This design comes from an exercise in tuning for small area on the open sky130 flow, not from production work. RTL that was checked went through simulation tests only; none was proved equivalent to the original. No functional check of the RTL was part of runs 2 and 3. Power figures rest on the tool's default switching activity, not on a simulated workload.

**flow/design.v**
```verilog
module usbh_chan_ctl (
    input  wire        clk,
    input  wire        rst,
    input  wire        cmd_valid,
    input  wire [63:0] cmd_word,
    output wire        ready,
    output reg         rsp_valid,
    output reg  [4:0]  rsp_code,
    output reg  [31:0] rsp_data,
    output reg  [31:0] rsp_aux,
    input  wire        pev_valid,
    input  wire [3:0]  pev_kind,
    input  wire [2:0]  pev_ch,
    input  wire [9:0]  pev_count,
    input  wire        pev_dtog,
    input  wire        pev_flag,
    input  wire [2:0]  bd_ch,
    output wire [31:0] bd_txbd,
    output wire [31:0] bd_rxbd,
    output wire        irq,
    output wire [4:0]  fault
);
    localparam [4:0] R_OK          = 5'd0;
    localparam [4:0] R_IN_USE      = 5'd5;
    localparam [4:0] R_OOM         = 5'd6;
    localparam [4:0] F_INVALID_LEN = 5'd16;
    localparam [4:0] F_REGION_OVF  = 5'd17;
    localparam [4:0] F_COUNT_LARGE = 5'd18;
    localparam [4:0] F_UNALIGNED   = 5'd19;
    localparam [4:0] F_MISALIGNED  = 5'd20;
    localparam [4:0] F_NO_HANDLE   = 5'd21;
    localparam [4:0] R_HALTED      = 5'd28;
    localparam [4:0] R_UNSUPPORTED = 5'd29;
    localparam [4:0] R_INVALID     = 5'd30;
    localparam E_TXA  = 0;     
    localparam E_TXC  = 14;    
    localparam E_RXA  = 24;    
    localparam E_MLC  = 38;    
    localparam E_INIT = 54;    
    localparam E_TYPE = 55;    
    localparam E_DEV  = 57;    
    localparam E_STX  = 64;    
    localparam E_DTX  = 66;    
    localparam E_CTX  = 67;    
    localparam E_SRX  = 68;    
    localparam E_DRX  = 70;    
    localparam E_CRX  = 71;    
    localparam E_ETX  = 72;    
    localparam E_ERX  = 73;    
    localparam E_IUI  = 74;    
    localparam E_IUO  = 75;    
    localparam E_TAG  = 76;    
    localparam E_HTI  = 77;    
    localparam E_HTO  = 78;    
    localparam EW     = 79;
    reg [EW*8-1:0] ring;
    reg [2:0]  cnt;           
    reg        scrub;         
    reg        gen;
    reg        nolow;         
    reg [9:0]  free4;         
    reg        istr_dcon;
    reg        istr_err;
    reg        istr_pmaovr;
    reg [2:0]  err_ch;
    reg        connected;
    reg        flt;           
    reg [2:0]  flt_lo;        
    integer s;
    wire [EW-1:0] t = ring[EW-1:0] & {EW{~scrub}};
    wire        t_ctr   = t[E_CRX] | t[E_CTX];
    wire [2:0]  t_ea    = {3{t[E_INIT]}} & cnt;
    wire [31:0] cur     = {5'd0, t[E_ERX], t[E_ETX], 2'd0, t[E_DEV +: 7],
                           t[E_CRX], t[E_DRX], t[E_SRX +: 2], 1'b0, t[E_TYPE +: 2], 1'b0,
                           t[E_CTX], t[E_DTX], t[E_STX +: 2], 1'b0, t_ea};
    wire        t_fresh = (t[E_TAG] == gen);
    wire        t_iui   = t[E_IUI] & t_fresh;
    wire        t_iuo   = t[E_IUO] & t_fresh;
    reg         ctr_any;
    always @* begin
        ctr_any = 1'b0;
        for (s = 0; s < 8; s = s + 1)
            if ((!scrub || (s + cnt >= 8)) && (ring[EW*s + E_CRX] || ring[EW*s + E_CTX]))
                ctr_any = 1'b1;
    end
    wire [2:0] bd_slot = bd_ch - cnt;
    wire       bd_en   = !scrub || (bd_ch < cnt);
    reg  [53:0] bd_sel;
    always @* begin
        bd_sel = 54'd0;
        for (s = 0; s < 8; s = s + 1)
            if (bd_en && bd_slot == s)
                bd_sel = bd_sel | ring[EW*s +: 54];
    end
    assign bd_txbd = {6'd0, bd_sel[E_TXC +: 10], bd_sel[E_TXA +: 14], 2'd0};
    assign bd_rxbd = {bd_sel[E_MLC +: 16], bd_sel[E_RXA +: 14], 2'd0};
    assign irq   = ctr_any | istr_dcon | istr_err | istr_pmaovr;
    assign fault = {flt, 1'b0, flt_lo};
    wire [63:0] cw     = cmd_word;
    wire [7:0]  f_op   = cw[63:56];
    wire [2:0]  f_ch   = cw[55:53];
    wire        f_dir  = cw[52];
    wire [1:0]  f_et   = cw[51:50];
    wire [6:0]  f_dev  = cw[49:43];
    wire [10:0] f_len  = cw[42:32];
    wire [31:0] f_arg  = cw[31:0];
    wire [15:0] f_off  = cw[31:16];
    wire [15:0] f_rlen = cw[15:0];
    wire op_alloc  = (f_op == 8'h01);
    wire op_pmrst  = (f_op == 8'h02);
    wire op_enc    = (f_op == 8'h10);
    wire op_dec    = (f_op == 8'h11);
    wire op_progrx = (f_op == 8'h12);
    wire op_progtx = (f_op == 8'h13);
    wire op_rxlen  = (f_op == 8'h14);
    wire op_crrd   = (f_op == 8'h30);
    wire op_canon  = (f_op == 8'h31);
    wire op_setst  = (f_op == 8'h32);
    wire op_clrctr = (f_op == 8'h33);
    wire op_clrerr = (f_op == 8'h34);
    wire op_init   = (f_op == 8'h35);
    wire op_touch  = (f_op == 8'h36);
    wire op_irq    = (f_op == 8'h40);
    wire op_claim  = (f_op == 8'h60);
    wire op_reconf = (f_op == 8'h61);
    wire op_drop   = (f_op == 8'h62);
    wire op_crw    = op_setst | op_clrctr | op_clrerr | op_init | op_touch;
    reg dec_ok;
    always @* begin
        case (f_op)
            8'h01, 8'h11:       dec_ok = (cw[55:16] == 40'd0);
            8'h02, 8'h40, 8'h52: dec_ok = (cw[55:0] == 56'd0);
            8'h10:              dec_ok = (cw[55:43] == 13'd0) && (cw[31:0] == 32'd0);
            8'h12, 8'h13:       dec_ok = (cw[52:43] == 10'd0);
            8'h14, 8'h30,
            8'h36, 8'h51:       dec_ok = (cw[52:0] == 53'd0);
            8'h20, 8'h31:       dec_ok = (cw[55:32] == 24'd0);
            8'h21:              dec_ok = (cw[55:43] == 13'd0);
            8'h32:              dec_ok = (cw[51:2] == 50'd0);
            8'h33, 8'h34:       dec_ok = (cw[52:2] == 51'd0);
            8'h35:              dec_ok = (cw[52] == 1'b0) && (cw[42:0] == 43'd0);
            8'h50:              dec_ok = (cw[52] == 1'b1) && (cw[51:32] == 20'd0);
            8'h53:              dec_ok = (cw[55:1] == 55'd0);
            8'h60:              dec_ok = (cw[31:0] == 32'd0);
            8'h61:              dec_ok = (cw[55:50] == 6'd0) && (cw[31:0] == 32'd0);
            8'h62:              dec_ok = (cw[51:0] == 52'd0);
            default:            dec_ok = 1'b0;
        endcase
    end
    wire need_ch  = op_progrx | op_progtx | op_rxlen | op_crrd | op_crw | op_claim | op_drop;
    wire need_0   = op_pmrst | op_reconf;
    wire cmd_wait = (need_ch & (f_ch != cnt)) | (need_0 & (cnt != 3'd0)) |
                    (op_irq & ctr_any & !(t_ctr & nolow));
    wire pev_wait = (pev_ch != cnt);
    assign ready  = !(cmd_valid ? cmd_wait : (pev_valid & pev_wait));
    wire acc_cmd = cmd_valid & ready;
    wire acc_pev = pev_valid & !cmd_valid & ready & !flt;
    wire run     = acc_cmd & !flt & dec_ok;    
    wire        len_bad  = (f_len < 11'd2) || (f_len > 11'd1024);    
    wire        out_bad  = (f_len == 11'd0) || (f_len > 11'd1023);   
    wire        big      = (f_len > 11'd60);
    wire [10:0] len_m1   = f_len - 11'd1;
    wire [5:0]  half_up  = f_len[5:0] + 6'd1;
    wire [4:0]  nb       = big ? len_m1[9:5] : half_up[5:1];
    wire [5:0]  enc6     = {big, nb};                  
    wire [5:0]  dec_in   = op_dec ? f_arg[15:10] : enc6;
    wire [5:0]  dec_inc  = {1'b0, dec_in[4:0]} + 6'd1;
    wire [10:0] dec_val  = dec_in[5] ? {dec_inc, 5'd0} : {5'd0, dec_in[4:0], 1'b0};
    wire [10:0] cmp_a    = op_progrx ? dec_val : f_len;
    wire        reg_ovf  = ({5'd0, cmp_a} > f_rlen);
    wire [8:0]  q4       = f_len[10:2] + {8'd0, |f_len[1:0]};    
    wire [5:0]  q32      = len_m1[10:5] + 6'd1;                   
    wire [8:0]  size_in  = big ? {q32, 3'd0} : q4;                
    wire [8:0]  size_out = q4;
    wire [9:0]  free1    = 10'd16 + {1'b0, size_in};              
    wire [9:0]  add_a    = op_reconf ? free1 : free4;
    wire [8:0]  add_b    = op_alloc ? f_rlen[10:2] : ((op_reconf | !f_dir) ? size_out : size_in);
    wire [10:0] add_s    = {1'b0, add_a} + {2'b0, add_b};
    wire        add_oom  = (add_s > 11'd512);
    wire claim_bad  = f_dir ? len_bad : out_bad;
    wire claim_used = f_dir ? t_iui : t_iuo;
    wire drop_none  = f_dir ? !t[E_HTI] : !t[E_HTO];
    wire rc_out_bad = (f_len == 11'd1024);     
    reg [4:0] code;
    always @* begin
        code = R_OK;
        if (op_alloc) begin
            if (f_rlen[1:0] != 2'b00)                 code = F_UNALIGNED;
            else if (f_rlen[15:11] != 5'd0 || add_oom) code = R_OOM;
        end
        if (op_enc && len_bad)                        code = F_INVALID_LEN;
        if (op_progrx) begin
            if (len_bad)                              code = F_INVALID_LEN;
            else if (f_off[1:0] != 2'b00)             code = F_MISALIGNED;
            else if (reg_ovf)                         code = F_REGION_OVF;
        end
        if (op_progtx) begin
            if (f_off[1:0] != 2'b00)                  code = F_MISALIGNED;
            else if (reg_ovf)                         code = F_REGION_OVF;
            else if (f_len[10])                       code = F_COUNT_LARGE;
        end
        if (op_claim) begin
            if (claim_bad)                            code = F_INVALID_LEN;
            else if (claim_used)                      code = R_IN_USE;
            else if (add_oom)                         code = R_OOM;
        end
        if (op_reconf) begin
            if (len_bad || rc_out_bad)                code = F_INVALID_LEN;
            else if (add_oom)                         code = R_OOM;
        end
        if (op_drop && drop_none)                     code = F_NO_HANDLE;
        if (!(op_alloc | op_pmrst | op_enc | op_dec | op_progrx | op_progtx | op_rxlen |
              op_crrd | op_canon | op_crw | op_irq | op_claim | op_reconf | op_drop))
                                                      code = R_UNSUPPORTED;
        if (!dec_ok)                                  code = R_INVALID;
        if (flt)                                      code = R_HALTED;
    end
    wire ok = (code == R_OK);
    wire is_fault_code = code[4] & !code[3];
    wire pm_clear = run & (op_pmrst | op_reconf);
    wire gen_next = gen ^ pm_clear;
    wire rx_en = connected & t[E_SRX + 1];
    wire tx_en = connected & t[E_STX + 1];
    reg [31:0] cr_w;
    reg [31:0] cr_new;
    always @* begin
        cr_new = cur;
        cr_w   = (cur & 32'h007F_060F) | 32'h0600_8080;
        if (op_setst) begin
            if (f_dir) begin
                cr_new[13:12] = f_arg[1:0];
                cr_w[13:12]   = cur[13:12] ^ f_arg[1:0];
            end else begin
                cr_new[5:4]   = f_arg[1:0];
                cr_w[5:4]     = cur[5:4] ^ f_arg[1:0];
            end
        end
        if (op_clrctr) begin
            if (f_arg[0]) begin cr_new[15] = 1'b0; cr_w[15] = 1'b0; end
            if (f_arg[1]) begin cr_new[7]  = 1'b0; cr_w[7]  = 1'b0; end
        end
        if (op_clrerr) begin
            if (f_arg[0]) begin cr_new[26] = 1'b0; cr_w[26] = 1'b0; end
            if (f_arg[1]) begin cr_new[25] = 1'b0; cr_w[25] = 1'b0; end
        end
        if (op_init) begin
            cr_new[22:16] = f_dev;   cr_w[22:16] = f_dev;
            cr_new[2:0]   = cnt;     cr_w[2:0]   = cnt;
            case (f_et)
                2'd0: begin cr_new[10:9] = 2'b01; cr_w[10:9] = 2'b01; end
                2'd1: begin cr_new[10:9] = 2'b10; cr_w[10:9] = 2'b10; end
                2'd2: begin cr_new[10:9] = 2'b00; cr_w[10:9] = 2'b00; end
                default: begin cr_new[10:9] = 2'b11; cr_w[10:9] = 2'b11; end
            endcase
        end
    end
    reg [1:0] claim_type;
    always @* begin
        case (f_et)
            2'd0: claim_type = 2'b01;
            2'd1: claim_type = 2'b10;
            2'd2: claim_type = 2'b00;
            default: claim_type = 2'b11;
        endcase
        if (op_reconf) claim_type = 2'b01;
    end
    reg [EW-1:0] ne;
    always @* begin
        ne = t;
        ne[E_TAG] = gen_next;
        ne[E_IUI] = t_iui & !pm_clear;
        ne[E_IUO] = t_iuo & !pm_clear;
        if (acc_pev) begin
            case (pev_kind)
                4'd0: if (rx_en) begin
                    ne[E_MLC +: 10] = pev_count;
                    ne[E_SRX +: 2]  = 2'b00;
                    ne[E_CRX]       = 1'b1;
                    ne[E_DRX]       = pev_dtog;
                end
                4'd1: if (rx_en) begin
                    ne[E_SRX +: 2]  = 2'b10;
                    if (pev_flag) ne[E_CRX] = 1'b1;
                end
                4'd2: if (rx_en) begin
                    ne[E_SRX +: 2]  = 2'b01;
                    ne[E_CRX]       = 1'b1;
                end
                4'd3: if (tx_en) begin
                    ne[E_STX +: 2]  = 2'b00;
                    ne[E_CTX]       = 1'b1;
                    ne[E_DTX]       = pev_dtog;
                end
                4'd4: if (tx_en) begin
                    ne[E_STX +: 2]  = 2'b10;
                    if (pev_flag) ne[E_CTX] = 1'b1;
                end
                4'd5: if (tx_en) begin
                    ne[E_STX +: 2]  = 2'b01;
                    ne[E_CTX]       = 1'b1;
                end
                4'd6: if (rx_en) ne[E_ERX] = 1'b1;
                4'd7: if (tx_en) ne[E_ETX] = 1'b1;
                default: ;
            endcase
        end
        if (run) begin
            if (op_progrx && ok) begin
                ne[E_RXA +: 14] = f_off[15:2];
                ne[E_MLC +: 16] = {enc6, 10'd0};
            end
            if (op_progtx && ok) begin
                ne[E_TXA +: 14] = f_off[15:2];
                ne[E_TXC +: 10] = f_len[9:0];
            end
            if (op_crw) begin
                ne[E_ERX]       = cr_new[26];
                ne[E_ETX]       = cr_new[25];
                ne[E_DEV +: 7]  = cr_new[22:16];
                ne[E_CRX]       = cr_new[15];
                ne[E_SRX +: 2]  = cr_new[13:12];
                ne[E_TYPE +: 2] = cr_new[10:9];
                ne[E_CTX]       = cr_new[7];
                ne[E_STX +: 2]  = cr_new[5:4];
                if (op_init) ne[E_INIT] = 1'b1;
            end
            if (op_irq && ctr_any) begin
                ne[E_ERX] = 1'b0;
                ne[E_ETX] = 1'b0;
                ne[E_CRX] = 1'b0;
                ne[E_CTX] = 1'b0;
            end
            if (op_drop && ok) begin
                if (f_dir) ne[E_HTI] = 1'b0;
                else       ne[E_HTO] = 1'b0;
            end
            if ((op_claim && f_dir && ok) || (op_reconf && !len_bad)) begin
                ne[E_IUI]       = 1'b1;
                ne[E_HTI]       = 1'b1;
                ne[E_RXA +: 14] = op_reconf ? 14'd16 : {4'd0, free4};
                ne[E_MLC +: 16] = {enc6, 10'd0};
            end
            if ((op_claim && !f_dir) || op_reconf) begin
                if (ok) begin
                    ne[E_IUO]       = 1'b1;
                    ne[E_HTO]       = 1'b1;
                    ne[E_TXA +: 14] = op_reconf ? {4'd0, free1} : {4'd0, free4};
                    ne[E_TXC +: 10] = 10'd0;
                end
            end
            if ((op_claim && ok) || (op_reconf && !len_bad)) begin
                ne[E_INIT]      = 1'b1;
                ne[E_TYPE +: 2] = claim_type;
                ne[E_DEV +: 7]  = f_dev;
            end
        end
    end
    wire [31:0] istr_val = {2'b00, connected, 13'd0, ctr_any, istr_pmaovr, istr_err,
                            2'b00, istr_dcon, 5'd0, ctr_any & t[E_CRX], 1'b0,
                            ctr_any ? cnt : err_ch};
    reg  [7:0]  ch_hot;
    always @* begin
        ch_hot = 8'd0;
        ch_hot[cnt] = 1'b1;
    end
    reg [31:0] d_data;
    reg [31:0] d_aux;
    always @* begin
        d_data = 32'd0;
        d_aux  = 32'd0;
        if (op_alloc)  d_data = {4'd0, free4, 2'd0, 5'd0, f_rlen[10:0]};
        if (op_enc)    d_data = {16'd0, enc6, 10'd0};
        if (op_dec)    d_data = {21'd0, dec_val};
        if (op_rxlen)  d_data = {22'd0, t[E_MLC +: 10]};
        if (op_crrd)   d_data = cur;
        if (op_canon)  d_data = (f_arg & 32'hF9FF_0F0F) | 32'h0600_8080;
        if (op_crw) begin
            d_data = cr_w;
            d_aux  = cr_new;
        end
        if (op_irq) begin
            d_data = istr_val;
            d_aux  = {15'd0, istr_dcon,
                      ch_hot & {8{ctr_any & t[E_CRX]}},
                      ch_hot & {8{ctr_any & t[E_CTX]}}};
        end
        if (op_claim)  d_data = {4'd0, free4, 2'd0, 5'd0, (f_dir ? size_in : size_out), 2'd0};
        if (op_reconf) begin
            d_data = {16'd64, 5'd0, size_in, 2'd0};
            d_aux  = {4'd0, free1, 2'd0, 5'd0, size_out, 2'd0};
        end
        if (!ok) begin
            d_data = 32'd0;
            d_aux  = 32'd0;
        end
    end
    always @(posedge clk) begin
        ring     <= {ne, ring[EW*8-1:EW]};
        rsp_code <= code;
        rsp_data <= d_data;
        rsp_aux  <= d_aux;
        if (rst) begin
            cnt         <= 3'd0;
            scrub       <= 1'b1;
            gen         <= 1'b0;
            nolow       <= 1'b1;
            free4       <= 10'd16;
            istr_dcon   <= 1'b0;
            istr_err    <= 1'b0;
            istr_pmaovr <= 1'b0;
            err_ch      <= 3'd0;
            connected   <= 1'b0;
            flt         <= 1'b0;
            flt_lo      <= 3'd0;
            rsp_valid   <= 1'b0;
        end else begin
            cnt       <= cnt + 3'd1;
            if (cnt == 3'd7) scrub <= 1'b0;
            gen       <= gen_next;
            nolow     <= (cnt == 3'd7) | (nolow & !(ne[E_CRX] | ne[E_CTX]));
            rsp_valid <= acc_cmd;
            if (acc_pev) begin
                case (pev_kind)
                    4'd6: if (rx_en) begin istr_err <= 1'b1; err_ch <= cnt; end
                    4'd7: if (tx_en) begin istr_err <= 1'b1; err_ch <= cnt; end
                    4'd8: begin connected <= ~connected; istr_dcon <= 1'b1; end
                    4'd9: if (rx_en | tx_en) begin istr_pmaovr <= 1'b1; err_ch <= cnt; end
                    default: ;
                endcase
            end
            if (run) begin
                if (op_irq) begin
                    if (istr_dcon)   istr_dcon   <= 1'b0;
                    if (istr_err)    istr_err    <= 1'b0;
                    if (istr_pmaovr) istr_pmaovr <= 1'b0;
                end
                if (op_pmrst) free4 <= 10'd16;
                if ((op_alloc || op_claim) && ok) free4 <= add_s[9:0];
                if (op_reconf) begin
                    if (len_bad)                      free4 <= 10'd16;
                    else if (rc_out_bad || add_oom)   free4 <= free1;
                    else                              free4 <= add_s[9:0];
                end
            end
            if (acc_cmd && !flt && is_fault_code) begin
                flt    <= 1'b1;
                flt_lo <= code[2:0];
            end
        end
    end
endmodule
```
**flow/config.mk**
```make
export PLATFORM = sky130hd
export DESIGN_NAME = usbh_chan_ctl
export DESIGN_NICKNAME = usbh_chan_ctl
export VERILOG_FILES = /design/flow/design.v
export SDC_FILE = /design/flow/constraint.sdc
export NUM_CORES = 4
export LEC_CHECK = 0
export CAP_MARGIN = 20
export CORE_MARGIN = 2
export CORE_UTILIZATION = 40
export SLEW_MARGIN = 20
```
**flow/constraint.sdc**
```tcl
create_clock -name core_clock -period 10.0 [get_ports {clk}]
set_input_delay 2.0000 -clock core_clock [delete_from_list [all_inputs] [get_ports {clk}]]
set_output_delay 2.0000 -clock core_clock [all_outputs]
set_load 0.01 [all_outputs]
```
**flow/run.sh**
```bash
#!/bin/bash
# synth_recipe.tcl (not shown) runs the flow's synth.tcl, then flattens the netlist and writes it again
# the make line also repeats each setting of config.mk as NAME=value (left out here)
make -C /OpenROAD-flow-scripts/flow DESIGN_CONFIG=/design/flow/config.mk WORK_HOME=/design/flow/orfs CLKGATE_MAP_FILE= SYNTH_SCRIPT=/design/flow/synth_recipe.tcl finish
```
==> metrics.md, run 1 <==
| Metric | Value |
|---|---|
| Sw frac | `22.7%` |
| Post-layout nets | `2726` |
| Sequential cell area | `14500 µm²` |
| Clk slew on worst S/H paths | `0.06 ns` |
| Via-per-instance ratio | `5.82` |
| Final TNS setup | `0 ns` |
| Layout fillers | `approximately 5500` |
| TritonCTS clock tree | `yes` |
| Initial antenna violation count | `1` |
| Die area | `63500 µm²` |
| DR iter-0 viols | `2062` |
| Area of the multi-input gates | `9340 µm²` |
| Antenna Nets Post-Route | `0` |
| Endpoint, Worst Hold | `ring[313]` |
| Min-delay worst type | `reg -> reg` |
| R2r endpoint | `rsp_aux[8]` |
| Syn avg cell area | `10.4 µm²` |
| Post-Syn Area | `24600 µm²` |
| CP required | `around 11 ns` |
| Final period util | `between 80% and 90%` |
| Peak VDD IR | `127 µV` |
| Synthesis Warnings | `1` |
| Gr ovfl total | `0` |
| H-tree depth | `3` |
| Final Critical Period | `8.87 ns` |
| Setup violations, final | `0` |
| I/O pins | `231` |
| Via count | `20000` |
| Top cell type's share of synthesized area | `59.0%` |
| RePlAce Congestion | `0.968` |
| Layout cells sized above 1 | `about a tenth` |
| Slew Limit Fails | `0` |
| Layout Skew | `0.0289 ns` |
| Critical path startpoint category | `primary input` |
| Worst slew pin tran | `around 1.3 ns` |
| Wirelength, routed | `90400 µm` |
| CTS Hold Bufs | `0` |
| Cell Pwr Density | `202 nW/µm²` |
| Final HPWL DP | `66000 µm` |
| CP max FO | `14` |
| Commonest cells post-synth | `dfxtp_1, a22oi_1, nand2_1, nor2_1, a21oi_1` |
| Power Total | `roughly 6.1 mW` |
| Clock power share | `47.4%` |
| Die X-Extent | `252 µm` |
| Num CTS Buffers | `73` |
| Max_cap viols | `0` |
| Syn Inst Count | `2361` |
| Flop pwr share | `47.2%` |
| Initial core utilization | `40.6%` |
| Synth top area cells | `dfxtp_1, a22oi_1, a21oi_1` |
| HP Start | `ring[392]` |
| Library cells used by synthesis | `98` |
| Area added between synthesis and finish | `23.6%` |
| WL/cell | `between 20 and 30 µm` |
| Most common cell on crit path | `buf_4` |
| CP max stage cell | `clkdlybuf4s50_1` |
| Part of the power in combinational logic | `about 5.4%` |
| Predominant post-synthesis flop cell | `dfxtp_1` |
| Clock Tree Buf Depth | `3` |
| Clk root buf | `clkbuf_16` |
| Core area | `60600 µm²` |
| I/O Buffers | `about 220` |
| DR DRC count | `0` |
| Max Fclk | `113 MHz` |
| Reg2reg path depth | `14` |
| Synth async-reset ratio | `0%` |
| R2R setup slack | `5.15 ns` |
| Drt pass-1 iters | `6` |
| Synth Register Bits | `725` |
| Hold Path Depth | `0` |
| Setup CP Type | `in -> reg` |
| Register area share after synthesis | `approximately 60%` |
| Psw | `1.39 mW` |
| Library cell with the largest summed area after synthesis | `dfxtp_1` |
| LEAKAGE | `~11 nW` |
| Headroom to the max-slew limit | `14.2%` |
| Count of final hold-check violations | `0` |
| Int Pwr | `~4.7 mW` |
| RSZ-0062 raised after global routing | `false` |
| Clock sinks | `between 700 and 800` |
| Vias in the first global route | `19400` |
| EDFF count, synth | `0` |
| Critical Path End Type | `register` |
| Placement Rows | `90` |
| Total track usage | `~28%` |
| Post-CTS sizing | `0` |
| Status | `finished clean` |
| Critical Path AT | `9.44 ns` |
| Die height | `252 µm` |
| RR Startpoint | `free4[4]` |
| Count leader, synth | `dfxtp_1` |
| Post-CTS Setup Repair Bufs | `0` |
| Largest net degree at the start of global routing | `55` |
| Clk Latency, worst-skew pair | `0.63 ns` |
| First-pass GRT wire length | `131000 µm` |
| Delay of the slowest critical-path stage | `0.73 ns` |
==> stage by stage <==
step,hold WS (ns),area [µm²],utilization (%),std cells,setup slack [ns]
after floorplan,0.310,24700,-,2376,2.48
after global placement,0.310,27800,45.9,3303,0.580
after detailed placement,0.312,27800,45.9,3303,0.850
after CTS,0.307,30400,50.2,3432,1.43
after global routing,0.324,30400,50.2,3432,0.917
final,0.310,30400,50.2,3433,1.13
==> cell usage in the layout, fill, tap and decap left out, types with 23 or more instances in the layout <==
master           instances
nand2_1                157
o22ai_1                 31
nand4_1                 64
o21ai_0                 81
nor3_1                  27
a22oi_1                234
dfxtp_1                725
buf_4                   75
clkdlybuf4s50_1        215
ha_1                    38
a21oi_1                124
nor2b_1                 31
a211oi_1                23
mux2i_1                 24
clkbuf_16               74
xnor2_1                 28
inv_1                   66
nand3_1                 43
nor2_1                 152
==> worst max path at each step <==
stage                     slack (ns)         start  depth (start not counted)         end
after floorplan                 2.48  cmd_word[38]                         24   ring[573]
after global placement          0.58  cmd_word[39]                         23   ring[609]
after detailed placement        0.85  cmd_word[39]                         27   ring[609]
after CTS                       1.43  cmd_word[39]                         27   ring[609]
after global routing            0.92  cmd_word[36]                         23  rsp_aux[8]
final                           1.13  cmd_word[39]                         25   ring[609]
==> sequential cells by signal, indices dropped and copies added, names as in the netlist <==
signal	cells
rsp_data	32
flt	1
istr_pmaovr	1
flt_lo	3
free4	10
cnt	3
scrub	1
rsp_aux	28
istr_dcon	1
istr_err	1
ring	632
err_ch	3
nolow	1
gen	1
rsp_code	5
rsp_valid	1
connected	1
==> power by group through the flow <==
stage | registers (mW) | clock network [mW] | logic (mW)
after floorplan | 2.95 | 0 | 0.169
after global placement | 2.96 | 0 | 0.323
after detailed placement | 2.96 | 0 | 0.321
after CTS | 2.89 | 2.96 | 0.323
after global routing | 2.89 | 3.07 | 0.346
final | 2.89 | 2.91 | 0.329
==> critical path: cells and delay by family <==
kind | cells | cell delay [ns]
AO/OA/AOI/OAI | 13 | 3.80
buffers and inverters | 5 | 1.45
adder cells (fa/ha/maj) | 2 | 0.53
XOR/XNOR | 1 | 0.09
AND/OR/NAND/NOR | 4 | 1.52
==> kinds of logic (layout without fill, tap and decap cells) <==
| logic type | after synthesis | in the layout | synth area share, % |
|---|---|---|---|
| other | 1 | 17 | 0.0152 |
| multiplexers | 31 | 31 | 1.31 |
| flip-flops | 725 | 725 | 59.0 |
| XOR/XNOR | 48 | 48 | 1.71 |
| adder cells (fa/ha/maj) | 40 | 40 | 2.09 |
| AND/OR/NAND/NOR | 625 | 625 | 12.9 |
| buffers and inverters | 213 | 487 | 3.64 |
| AO/OA/AOI/OAI | 678 | 678 | 19.4 |
==> routing by layer <==
metal / up-vias / part of all wire, % / track usage (%)
li1: 9075 / - / -
met2: 914 / 46 / 44.6
met1: 9753 / 42 / 36.7
met4: 0 / 4.8 / 12.6
met5: - / 0 / 0
met3: 226 / 6.8 / 5.06
==> layout make-up <==
class	count	share of cell area (%)
Sequential cell	725	47.7
Multi-Input combinational cell	1438	30.7
Timing Repair Buffer	291	8.99
Clock buffer	97	6.90
Tap cell	782	3.22
Clock inverter	32	1.64
Inverter	67	0.827
Antenna cell	1	0.00823
==> run 2, diff against run 1 <==
--- a/flow/design.v
+++ b/flow/design.v
@@ -49,14 +49,13 @@
     localparam E_ERX  = 73;    
     localparam E_IUI  = 74;    
     localparam E_IUO  = 75;    
-    localparam E_TAG  = 76;    
-    localparam E_HTI  = 77;    
-    localparam E_HTO  = 78;    
-    localparam EW     = 79;
+    localparam E_HTI  = 76;    
+    localparam E_HTO  = 77;    
+    localparam EW     = 78;
     reg [EW*8-1:0] ring;
     reg [2:0]  cnt;           
     reg        scrub;         
-    reg        gen;
+    reg        clr;           
     reg        nolow;         
     reg [9:0]  free4;         
     reg        istr_dcon;
@@ -73,9 +72,8 @@
     wire [31:0] cur     = {5'd0, t[E_ERX], t[E_ETX], 2'd0, t[E_DEV +: 7],
                            t[E_CRX], t[E_DRX], t[E_SRX +: 2], 1'b0, t[E_TYPE +: 2], 1'b0,
                            t[E_CTX], t[E_DTX], t[E_STX +: 2], 1'b0, t_ea};
-    wire        t_fresh = (t[E_TAG] == gen);
-    wire        t_iui   = t[E_IUI] & t_fresh;
-    wire        t_iuo   = t[E_IUO] & t_fresh;
+    wire        t_iui   = t[E_IUI] & !clr;
+    wire        t_iuo   = t[E_IUO] & !clr;
     reg         ctr_any;
     always @* begin
         ctr_any = 1'b0;
@@ -125,28 +123,34 @@
     wire op_reconf = (f_op == 8'h61);
     wire op_drop   = (f_op == 8'h62);
     wire op_crw    = op_setst | op_clrctr | op_clrerr | op_init | op_touch;
-    reg dec_ok;
-    always @* begin
-        case (f_op)
-            8'h01, 8'h11:       dec_ok = (cw[55:16] == 40'd0);
-            8'h02, 8'h40, 8'h52: dec_ok = (cw[55:0] == 56'd0);
-            8'h10:              dec_ok = (cw[55:43] == 13'd0) && (cw[31:0] == 32'd0);
-            8'h12, 8'h13:       dec_ok = (cw[52:43] == 10'd0);
-            8'h14, 8'h30,
-            8'h36, 8'h51:       dec_ok = (cw[52:0] == 53'd0);
-            8'h20, 8'h31:       dec_ok = (cw[55:32] == 24'd0);
-            8'h21:              dec_ok = (cw[55:43] == 13'd0);
-            8'h32:              dec_ok = (cw[51:2] == 50'd0);
-            8'h33, 8'h34:       dec_ok = (cw[52:2] == 51'd0);
-            8'h35:              dec_ok = (cw[52] == 1'b0) && (cw[42:0] == 43'd0);
-            8'h50:              dec_ok = (cw[52] == 1'b1) && (cw[51:32] == 20'd0);
-            8'h53:              dec_ok = (cw[55:1] == 55'd0);
-            8'h60:              dec_ok = (cw[31:0] == 32'd0);
-            8'h61:              dec_ok = (cw[55:50] == 6'd0) && (cw[31:0] == 32'd0);
-            8'h62:              dec_ok = (cw[51:0] == 52'd0);
-            default:            dec_ok = 1'b0;
-        endcase
-    end
+    wire zc  = (cw[55:53] == 3'd0);
+    wire zd  = !cw[52];
+    wire ze  = (cw[51:50] == 2'd0);
+    wire zv  = (cw[49:43] == 7'd0);
+    wire zl  = (cw[42:32] == 11'd0);
+    wire zo  = (cw[31:16] == 16'd0);
+    wire zm  = (cw[15:2] == 14'd0);
+    wire z1  = !cw[1];
+    wire z0  = !cw[0];
+    wire zdv = zd & ze & zv;             
+    wire zm2 = zo & zm;                  
+    wire za  = zm2 & z1 & z0;            
+    wire dec_ok =
+          ((op_alloc | op_dec) & zc & zdv & zl & zo)
+        | ((op_pmrst | op_irq | (f_op == 8'h52)) & zc & zdv & zl & za)
+        | (op_enc & zc & zdv & za)
+        | ((op_progrx | op_progtx) & zdv)
+        | ((op_rxlen | op_crrd | op_touch | (f_op == 8'h51)) & zdv & zl & za)
+        | (((f_op == 8'h20) | op_canon) & zc & zdv & zl)
+        | ((f_op == 8'h21) & zc & zdv)
+        | (op_setst & ze & zv & zl & zm2)
+        | ((op_clrctr | op_clrerr) & zdv & zl & zm2)
+        | (op_init & zd & zl & za)
+        | ((f_op == 8'h50) & !zd & ze & zv & zl)
+        | ((f_op == 8'h53) & zc & zdv & zl & zm2 & z1)
+        | (op_claim & za)
+        | (op_reconf & zc & zd & ze & za)
+        | (op_drop & ze & zv & zl & za);
     wire need_ch  = op_progrx | op_progtx | op_rxlen | op_crrd | op_crw | op_claim | op_drop;
     wire need_0   = op_pmrst | op_reconf;
     wire cmd_wait = (need_ch & (f_ch != cnt)) | (need_0 & (cnt != 3'd0)) |
@@ -218,7 +222,6 @@
     wire ok = (code == R_OK);
     wire is_fault_code = code[4] & !code[3];
     wire pm_clear = run & (op_pmrst | op_reconf);
-    wire gen_next = gen ^ pm_clear;
     wire rx_en = connected & t[E_SRX + 1];
     wire tx_en = connected & t[E_STX + 1];
     reg [31:0] cr_w;
@@ -267,7 +270,6 @@
     reg [EW-1:0] ne;
     always @* begin
         ne = t;
-        ne[E_TAG] = gen_next;
         ne[E_IUI] = t_iui & !pm_clear;
         ne[E_IUO] = t_iuo & !pm_clear;
         if (acc_pev) begin
@@ -363,37 +365,30 @@
         ch_hot = 8'd0;
         ch_hot[cnt] = 1'b1;
     end
-    reg [31:0] d_data;
-    reg [31:0] d_aux;
-    always @* begin
-        d_data = 32'd0;
-        d_aux  = 32'd0;
-        if (op_alloc)  d_data = {4'd0, free4, 2'd0, 5'd0, f_rlen[10:0]};
-        if (op_enc)    d_data = {16'd0, enc6, 10'd0};
-        if (op_dec)    d_data = {21'd0, dec_val};
-        if (op_rxlen)  d_data = {22'd0, t[E_MLC +: 10]};
-        if (op_crrd)   d_data = cur;
-        if (op_canon)  d_data = (f_arg & 32'hF9FF_0F0F) | 32'h0600_8080;
-        if (op_crw) begin
-            d_data = cr_w;
-            d_aux  = cr_new;
-        end
-        if (op_irq) begin
-            d_data = istr_val;
-            d_aux  = {15'd0, istr_dcon,
-                      ch_hot & {8{ctr_any & t[E_CRX]}},
-                      ch_hot & {8{ctr_any & t[E_CTX]}}};
-        end
-        if (op_claim)  d_data = {4'd0, free4, 2'd0, 5'd0, (f_dir ? size_in : size_out), 2'd0};
-        if (op_reconf) begin
-            d_data = {16'd64, 5'd0, size_in, 2'd0};
-            d_aux  = {4'd0, free1, 2'd0, 5'd0, size_out, 2'd0};
-        end
-        if (!ok) begin
-            d_data = 32'd0;
-            d_aux  = 32'd0;
-        end
-    end
+    wire s_alloc  = op_alloc  & ok;
+    wire s_claim  = op_claim  & ok;
+    wire s_reconf = op_reconf & ok;
+    wire s_crw    = op_crw    & ok;
+    wire s_irq    = op_irq    & ok;
+    wire [8:0] size_sel = (op_reconf | f_dir) ? size_in : size_out;
+    wire [31:0] d_data =
+          ({32{s_alloc | s_claim}}     & {4'd0, free4, 18'd0})
+        | ({32{s_alloc}}               & {21'd0, f_rlen[10:0]})
+        | ({32{s_claim | s_reconf}}    & {21'd0, size_sel, 2'd0})
+        | ({32{s_reconf}}              & 32'h0040_0000)
+        | ({32{op_enc & ok}}           & {16'd0, enc6, 10'd0})
+        | ({32{op_dec & ok}}           & {21'd0, dec_val})
+        | ({32{op_rxlen & ok}}         & {22'd0, t[E_MLC +: 10]})
+        | ({32{op_crrd & ok}}          & cur)
+        | ({32{op_canon & ok}}         & ((f_arg & 32'hF9FF_0F0F) | 32'h0600_8080))
+        | ({32{s_crw}}                 & cr_w)
+        | ({32{s_irq}}                 & istr_val);
+    wire [31:0] d_aux =
+          ({32{s_crw}}                 & cr_new)
+        | ({32{s_irq}}                 & {15'd0, istr_dcon,
+                                          ch_hot & {8{ctr_any & t[E_CRX]}},
+                                          ch_hot & {8{ctr_any & t[E_CTX]}}})
+        | ({32{s_reconf}}              & {4'd0, free1, 2'd0, 5'd0, size_out, 2'd0});
     always @(posedge clk) begin
         ring     <= {ne, ring[EW*8-1:EW]};
         rsp_code <= code;
@@ -402,7 +397,7 @@
         if (rst) begin
             cnt         <= 3'd0;
             scrub       <= 1'b1;
-            gen         <= 1'b0;
+            clr         <= 1'b0;
             nolow       <= 1'b1;
             free4       <= 10'd16;
             istr_dcon   <= 1'b0;
@@ -416,7 +411,7 @@
         end else begin
             cnt       <= cnt + 3'd1;
             if (cnt == 3'd7) scrub <= 1'b0;
-            gen       <= gen_next;
+            clr       <= pm_clear | (clr & (cnt != 3'd7));
             nolow     <= (cnt == 3'd7) | (nolow & !(ne[E_CRX] | ne[E_CTX]));
             rsp_valid <= acc_cmd;
             if (acc_pev) begin
--- a/flow/config.mk
+++ b/flow/config.mk
@@ -8,4 +8,6 @@
 export CAP_MARGIN = 20
 export CORE_MARGIN = 2
 export CORE_UTILIZATION = 40
+export CTS_BUF_LIST = sky130_fd_sc_hd__clkbuf_4
+export CTS_CLUSTER_SIZE = 30
 export SLEW_MARGIN = 20
==> run 2 against run 1 <==
Net effect: sequential share of layout area decreased by 0.68 points; register-to-register slack got worse by 0.05 ns; area after synthesis rose by 1.1%; first-iteration DRC count decreased by 18%; die area up 1.1%; setup slack better by 0.54 ns; clock power is 17% lower; clock skew grew 0.053 ns; fmax is 6.5% higher; synthesized cell count is essentially flat; sequential power about the same; largest cell class unchanged.
==> metrics.md, run 2 <==
| Metric | Value |
|---|---|
| HP Start | `ring[144]` |
| Gr ovfl total | `0` |
| CP required | `10.86 ns` |
| Grt peak-use layer | `met2` |
| R2R setup slack | `5.10 ns` |
| R2r endpoint | `ring[607]` |
| Number of flip-flops in the largest register | `approximately 620` |
| Synth Area in Adders | `approximately 2.2%` |
| Critical Path AT | `about 9.2 ns` |
| Layout cells sized above 1 | `15.7%` |
| Post-layout nets | `2826` |
| Critical Path End Type | `register` |
| DR DRC count | `0` |
| Count of final hold-check violations | `0` |
| LEAKAGE | `11.4 nW` |
| Met2 Use GR | `about 45%` |
| Clk Latency, worst-skew pair | `1.04 ns` |
| Post-CTS sizing | `0` |
| Min-delay worst type | `reg -> reg` |
| Final cell count without fillers | `3675` |
| Placed cell count | `3354` |
| Crit path depth | `26` |
| Cell Pwr Density | `roughly 180 nW/µm²` |
| Setup WS post-layout | `about 1.7 ns` |
| XOR/XNOR Fraction of Synth Area | `1.51%` |
| DR iter-0 viols | `between 1500 and 2000` |
| Final Critical Period | `8.33 ns` |
| RR Startpoint | `free4[0]` |
| EDFF count, synth | `0` |
| Part of the power in combinational logic | `under 10%` |
| WL/cell | `~25 µm` |
| Commonest non-fill, non-tap cell in the layout | `dfxtp_1` |
| Met1 Resource Use GR | `between 30% and 40%` |
| Library cells used by synthesis | `103` |
| Largest Register | `ring` |
| CP top delay family | `simple AND/OR/NAND/NOR gates` |
| Register area share after synthesis | `57.7%` |
| Drt pass-1 iters | `6` |
| H-tree depth | `4` |
| Mux cell area share after synthesis | `1.93%` |
| Synthesis Warnings | `1` |
| Worst slack, placed | `~0.80 ns` |
| Critical path startpoint category | `primary input` |
| CP max FO | `11` |
| GR Util met3 | `6.59%` |
| Sw frac | `about a quarter` |
| Clk root buf | `clkbuf_4` |
| Commonest cells post-synth | `dfxtp_1, a22oi_1, nand2_1` |
| Combinational family with the most area after synthesis | `compound AO/OA/AOI/OAI gates` |
| Die X-Extent | `253 µm` |
| Largest net degree at the start of global routing | `55` |
| Reg2reg path depth | `16` |
| Syn Inst Count | `2360` |
| Buf/Inv on CP | `3` |
| Compound-Gate Fraction of Synth Area | `approximately a fifth` |
| Clock power share | `43.0%` |
| Die height | `253 µm` |
| Endpoint, Worst Hold | `ring[66]` |
| Via count | `20500` |
| Via-per-instance ratio | `5.58` |
| Final HPWL DP | `66000 µm` |
| Final TNS setup | `0 ns` |
| Vias in the first global route | `20600` |
| Top cell type's share of synthesized area | `57.7%` |
| Clk slew on worst S/H paths | `0.06 ns` |
| Synth async-reset ratio | `0%` |
| Slew Limit Fails | `0` |
| CP max stage cell | `clkdlybuf4s50_1` |
| Max Fclk | `120 MHz` |
| Area added between synthesis and finish | `22.6%` |
| Flop pwr share | `50.9%` |
| Max_cap viols | `0` |
| Core area | `slightly above 60000 µm²` |
| Initial core utilization | `40.4%` |
| Final period util | `a little over four fifths` |
| Clock sinks | `717` |
| Library cell with the largest summed area after synthesis | `dfxtp_1` |
| Status | `finished clean` |
| RSZ-0062 raised after global routing | `false` |
| Int Pwr | `4.20 mW` |
| Biggest regs | `ring (624), rsp_data (32), rsp_aux (28)` |
| Predominant post-synthesis flop cell | `dfxtp_1` |
| Setup CP Type | `in -> reg` |
| RePlAce Congestion | `1.00` |
| Initial antenna violation count | `6` |
| First-pass GRT wire length | `about 130000 µm` |
| I/O Buffers | `215` |
| Setup violations, final | `0` |
| Hold Path Depth | `0` |
| Psw | `1.42 mW` |
| Post-Syn Area | `~25000 µm²` |
| Die area | `64200 µm²` |
| Num CTS Buffers | `175` |
| Peak VDD IR | `105 µV` |
| Post-DP Area | `28200 µm²` |
| Placement Rows | `91` |
| Headroom to the max-slew limit | `26.1%` |
| CTS Hold Bufs | `0` |
| Clock Tree Buf Depth | `3` |
| Synth Register Bits | `717` |
| Design Area, Final | `about 31000 µm²` |
| I/O pins | `231` |
| Syn avg cell area | `10.5 µm²` |
| Worst slew pin tran | `1.09 ns` |
| Total track usage | `28.4%` |
| Most frequent cells in the layout | `dfxtp_1, a22oi_1, clkbuf_4, clkdlybuf4s50_1, nand2_1` |
| TritonCTS clock tree | `yes` |
| Post-Synth Simple-Gate Area | `between 10% and 20%` |
| Wirelength, routed | `92000 µm` |
| Antenna Nets Post-Route | `0` |
| Post-CTS Setup Repair Bufs | `0` |
| Layout Skew | `0.0819 ns` |
| Delay of the slowest critical-path stage | `0.63 ns` |
| Synth top area cells | `dfxtp_1, a22oi_1, nand2_1` |
| Count leader, synth | `dfxtp_1` |
| Min Hold Slack | `0.283 ns` |
-- run 2: cell types whose count changed in the layout (fill, tap and decap cells not counted), sizes merged, moves of 14 or more --
cell / delta
clkinv: +48
clkbuf: +149
a21oi: -39
a2bb2o: +14
o21ai: -22
-- run 2: worst max path at each step --
stage / start / to / slack, ns
2_1_floorplan: cmd_word[57] / ring[603] / 2.18
3_3_place_gp: cmd_word[32] / ring[605] / 0.82
3_5_place_dp: cmd_word[32] / ring[607] / 0.80
4_1_cts: cmd_word[32] / ring[607] / 1.84
5_1_grt: cmd_word[33] / ring[607] / 1.17
6_report: cmd_word[32] / ring[607] / 1.67
-- run 2: power groups by stage --
stage / combinational [mW] / clock (mW) / sequential (mW)
6_report: 0.344 / 2.42 / 2.86
5_1_grt: 0.360 / 2.64 / 2.86
4_1_cts: 0.338 / 2.49 / 2.86
3_5_place_dp: 0.336 / 0 / 2.92
3_3_place_gp: 0.336 / 0 / 2.92
2_1_floorplan: 0.176 / 0 / 2.92
-- run 2: cells by family after synthesis --
kind of cell               Yosys count
AOI/OAI and AO/OA                  625
DFF                                717
and+or+nand+nor                    669
muxes                               43
buffers and inverters              220
xor gates and xnor gates            43
adders and majority gates           42
other                                1
-- run 2: worst register-to-register path, delay by kind of cell, from the launching register on --
family / cells / cell delay [ns]
AO/OA/AOI/OAI: 5 / 1.62
multiplexers: 2 / 0.55
flip-flops: 1 / 0.39
adder cells (fa/ha/maj): 2 / 0.62
buffers and inverters: 3 / 0.48
AND/OR/NAND/NOR: 4 / 1.13
-- run 2: final cells by class --
class	instances	area [µm²]
repair buffers	297	2830
flip-flops and latches	717	14400
clock inverters	70	447
fillers	5747	31100
multi-input cells	1438	9740
well taps	837	1050
inverters	65	244
diodes	5	12.5
clock buffers	246	1850
-- run 2: per-layer routing --
layer  vias up  share of wire (%)  wire length (µm)
li1       9430                  -                 -
met1      9983                 43             39800
met2       929                 46             42400
met3       153                7.4              6800
met4         4                3.1              2890
met5         -              0.028                26
-- run 2: through the flow --
step           total power [mW]  utilization, %
2_1_floorplan              3.10               -
3_3_place_gp               3.26            45.8
3_5_place_dp               3.26            45.8
4_1_cts                    5.69            49.5
5_1_grt                    5.86            49.5
6_report                   5.62            49.5
==> run 3, diff against run 2 <==
==> flow/flow/run.sh (new file) <==
#!/bin/bash
# Standard layout (the standard.sh, standard synthesis) with two changes:
# the port buffers use the smallest buffer cell, and the clock tree is built
# from clkbuf_4 without dummy loads. Each step's full log stays under
# orfs/logs/; make's own output goes to flow_make.log here.
set -euo pipefail
bash standard.sh \
  "BUFFER_PORTS_ARGS=-buffer_cell sky130_fd_sc_hd__buf_1" \
  "CTS_ARGS=-sink_clustering_enable -repair_clock_nets -buf_list sky130_fd_sc_hd__clkbuf_4 -dont_use_dummy_load" \
  finish > flow_make.log 2>&1
==> flow/standard.sh (new file) <==
#!/bin/bash
# synth_recipe.tcl (not shown) runs the flow's synth.tcl, then flattens the netlist and writes it again
# the make line also repeats each setting of config.mk as NAME=value (left out here)
make -C /OpenROAD-flow-scripts/flow DESIGN_CONFIG=/design/flow/config.mk WORK_HOME=/design/flow/orfs CLKGATE_MAP_FILE= SYNTH_SCRIPT=/design/flow/synth_recipe.tcl "${@:-finish}"
--- a/flow/config.mk
+++ b/flow/config.mk
@@ -8,6 +8,4 @@
 export CAP_MARGIN = 20
 export CORE_MARGIN = 2
 export CORE_UTILIZATION = 40
-export CTS_BUF_LIST = sky130_fd_sc_hd__clkbuf_4
-export CTS_CLUSTER_SIZE = 30
 export SLEW_MARGIN = 20
removed: flow/run.sh
==> run 3 against run 2 <==
Net effect: still clean; final cell count decreased by 4.0%; total power decreased by 11%; register-to-register slack got worse by 0.23 ns; largest power group unchanged.
==> metrics.md, run 3 <==
| Metric | Value |
|---|---|
| Core area | `approximately 60000 µm²` |
| Setup CP Type | `in -> reg` |
| Final HPWL DP | `66000 µm` |
| Biggest regs | `ring (624), rsp_data (32), rsp_aux (28)` |
| Setup violations, final | `0` |
| Clk slew on worst S/H paths | `0.06 ns` |
| Min Hold Slack | `0.273 ns` |
| Predominant post-synthesis flop cell | `dfxtp_1` |
| Die area | `64200 µm²` |
| Peak VDD IR | `126 µV` |
| CP required | `10.78 ns` |
| Max_cap viols | `0` |
| Slew Limit Fails | `0` |
| Critical Path End Type | `register` |
| Syn avg cell area | `10.5 µm²` |
| Setup WS post-layout | `1.26 ns` |
| GR Util met3 | `under 10%` |
| Area of the multi-input gates | `9750 µm²` |
| Die X-Extent | `253 µm` |
| Count of final hold-check violations | `0` |
| Final TNS setup | `0 ns` |
| Initial antenna violation count | `6` |
| First-pass GRT wire length | `133000 µm` |
| Synth async-reset ratio | `0%` |
| Largest Register | `ring` |
| CTS Hold Bufs | `0` |
| Wirelength, routed | `91600 µm` |
| Drt pass-1 iters | `6` |
| Post-Syn Area | `between 20000 and 25000 µm²` |
| Final period util | `87.4%` |
| Layout cells sized above 1 | `between 10% and 20%` |
| Synth Register Bits | `around 700` |
| Final Critical Period | `8.74 ns` |
| Grt peak-use layer | `met2` |
| Cell Pwr Density | `177 nW/µm²` |
| H-tree depth | `4` |
| Total track usage | `28.3%` |
| Worst slack, placed | `~0.27 ns` |
| Met1 Resource Use GR | `37.1%` |
| R2R setup slack | `around 5 ns` |
| Status | `finished clean` |
| Met2 Use GR | `43.2%` |
| DR DRC count | `0` |
| I/O Buffers | `~220` |
| Post-layout nets | `2818` |
| Commonest non-fill, non-tap cell in the layout | `dfxtp_1` |
| Clk Latency, worst-skew pair | `1.00 ns` |
| RSZ-0062 raised after global routing | `false` |
| Vias in the first global route | `slightly above 20000` |
| CP max FO | `33` |
| Number of flip-flops in the largest register | `624` |
| Layout fillers | `5978` |
| Placement Rows | `between 90 and 100` |
| Initial core utilization | `40.4%` |
| Critical Path AT | `9.52 ns` |
| DR iter-0 viols | `~1700` |
| Num CTS Buffers | `around 180` |
| Sequential cell area | `14400 µm²` |
| Synth top area cells | `dfxtp_1, a22oi_1, nand2_1` |
| Antenna Nets Post-Route | `0` |
| Headroom to the max-slew limit | `20.9%` |
| Min-delay worst type | `reg -> reg` |
| Area added between synthesis and finish | `12.9%` |
| Post-CTS Setup Repair Bufs | `0` |
| Design Area, Final | `~28000 µm²` |
| RePlAce Congestion | `1.09` |
| Layout Utilization | `45.6%` |
| Library cell with the largest summed area after synthesis | `dfxtp_1` |
| EDFF count, synth | `0` |
| Clock sinks | `717` |
| Max Fclk | `114 MHz` |
| Syn Inst Count | `approximately 2400` |
| Synthesis Warnings | `1` |
| Most frequent cells in the layout | `dfxtp_1, a22oi_1, buf_1, clkbuf_4, nand2_1` |
| I/O pins | `231` |
| Post-CTS sizing | `0` |
| Library cells used by synthesis | `103` |
| Count leader, synth | `dfxtp_1` |
| Via-per-instance ratio | `5.83` |
| Commonest cells post-synth | `dfxtp_1, a22oi_1, nand2_1` |
| Die height | `253 µm` |
| Top cell type's share of synthesized area | `57.7%` |
| Critical path startpoint category | `primary input` |
| TritonCTS clock tree | `yes` |
| Clk root buf | `clkbuf_4` |
| Largest net degree at the start of global routing | `55` |
| Worst slew pin tran | `1.18 ns` |
| LEAKAGE | `about 10 nW` |
| Post-DP Area | `26700 µm²` |
| WL/cell | `26.0 µm` |
| Clock Tree Buf Depth | `3` |
| Gr ovfl total | `0` |
| Layout Skew | `0.0966 ns` |
| Via count | `20600` |
| Register area share after synthesis | `57.7%` |
-- run 3: path summary, 6_finish.rpt --
kind	start	endpoint	cells past startpoint
worst min register to register	ring[233]	ring[155]	0
worst min-delay path	ring[233]	ring[155]	0
worst max-delay path	cmd_word[33]	rsp_data[11]	24
worst max register to register	free4[0]	rsp_data[7]	16
-- run 3: layout make-up --
type / instances / area share, %
clock buffers: 178 / 4.76
multi-input cells: 1438 / 34.7
diodes: 8 / 0.0713
well taps: 837 / 3.73
inverters: 65 / 0.869
flip-flops and latches: 717 / 51.1
repair buffers: 286 / 4.77
-- run 3: cells by family (layout without fill, tap and decap cells) --
group,Yosys count,after routing,share of synthesized area [%]
XOR/XNOR,43,43,1.51
multiplexers,43,43,1.93
AND/OR/NAND/NOR,669,669,14.1
buffers and inverters,220,529,3.85
other,1,24,0.0151
AO/OA/AOI/OAI,625,625,18.7
adder cells (fa/ha/maj),42,42,2.17
flip-flops,717,717,57.7
-- run 3: layer usage --
metal / vias up / share of wire, %
met2: 1009 / 45
li1: 9290 / -
met4: 2 / 4.6
met3: 196 / 8.0
met1: 10100 / 43
met5: - / 0.016
-- run 3: critical path, cell delays in order --
cell and delay [ns]:
buf_1 0.45, inv_1 0.19, ha_1 0.37, inv_1 0.12, ha_1 0.19, ha_1 0.20
nand3_1 0.13, xnor2_1 0.77, or2_2 0.26, o21a_1 0.31, ha_1 0.24, nor3b_1 0.25
xor2_1 0.13, nand3_1 0.24, nand2_1 0.16, ha_1 0.34, o21ai_0 0.16, or3_1 0.46
a32oi_1 0.42, nor2_1 0.19, o31ai_4 0.63, or3_2 0.66, buf_4 0.48, nor2_1 0.13
-- run 3: metrics by stage --
step | std cells | total power [mW]
6_report | 3529 | 4.98
5_1_grt | 3528 | 5.20
4_1_cts | 3521 | 5.04
3_5_place_dp | 3343 | 3.23
3_3_place_gp | 3343 | 3.23
2_1_floorplan | 2375 | 3.10
-- run 3: power breakdown --
part	total (mW)	switching (mW)	internal, mW
Combinational	0.313	0.231	0.0819
Sequential	2.86	0.00387	2.86
Clock	1.80	0.998	0.804
Total	4.98	1.23	3.74

-- what the ideal ports hide --
The results above use ideal ports. As a check the final layouts listed here were re-extracted and re-timed, cells and wires unchanged.
Step 1, drivers: a clkbuf_16 drives clk and a buf_2 each remaining input, both assumed.
Step 2 also shifts input and output timing later by t, the mid clock arrival at the registers, as if the neighbouring blocks saw the same clock.
Slacks: no drivers / after step 1 / after step 2; pairs: no drivers / after step 1.
run	t, ns	slack for setup (ns)	worst setup path at the end	worst slew at a driven data input, ns
run 1	0.673	1.127 / 1.155 / 0.482	input to register	0.08
run 2	1.061	1.671 / 1.690 / 0.629	input to register	0.07
run 3	1.014	1.256 / 1.250 / 0.235	input to register	0.10
After both steps every run listed still meets setup and hold. The setup slack of run 2, which loses most, moves by +0.019 ns with the drivers and by -1.042 ns with both steps.
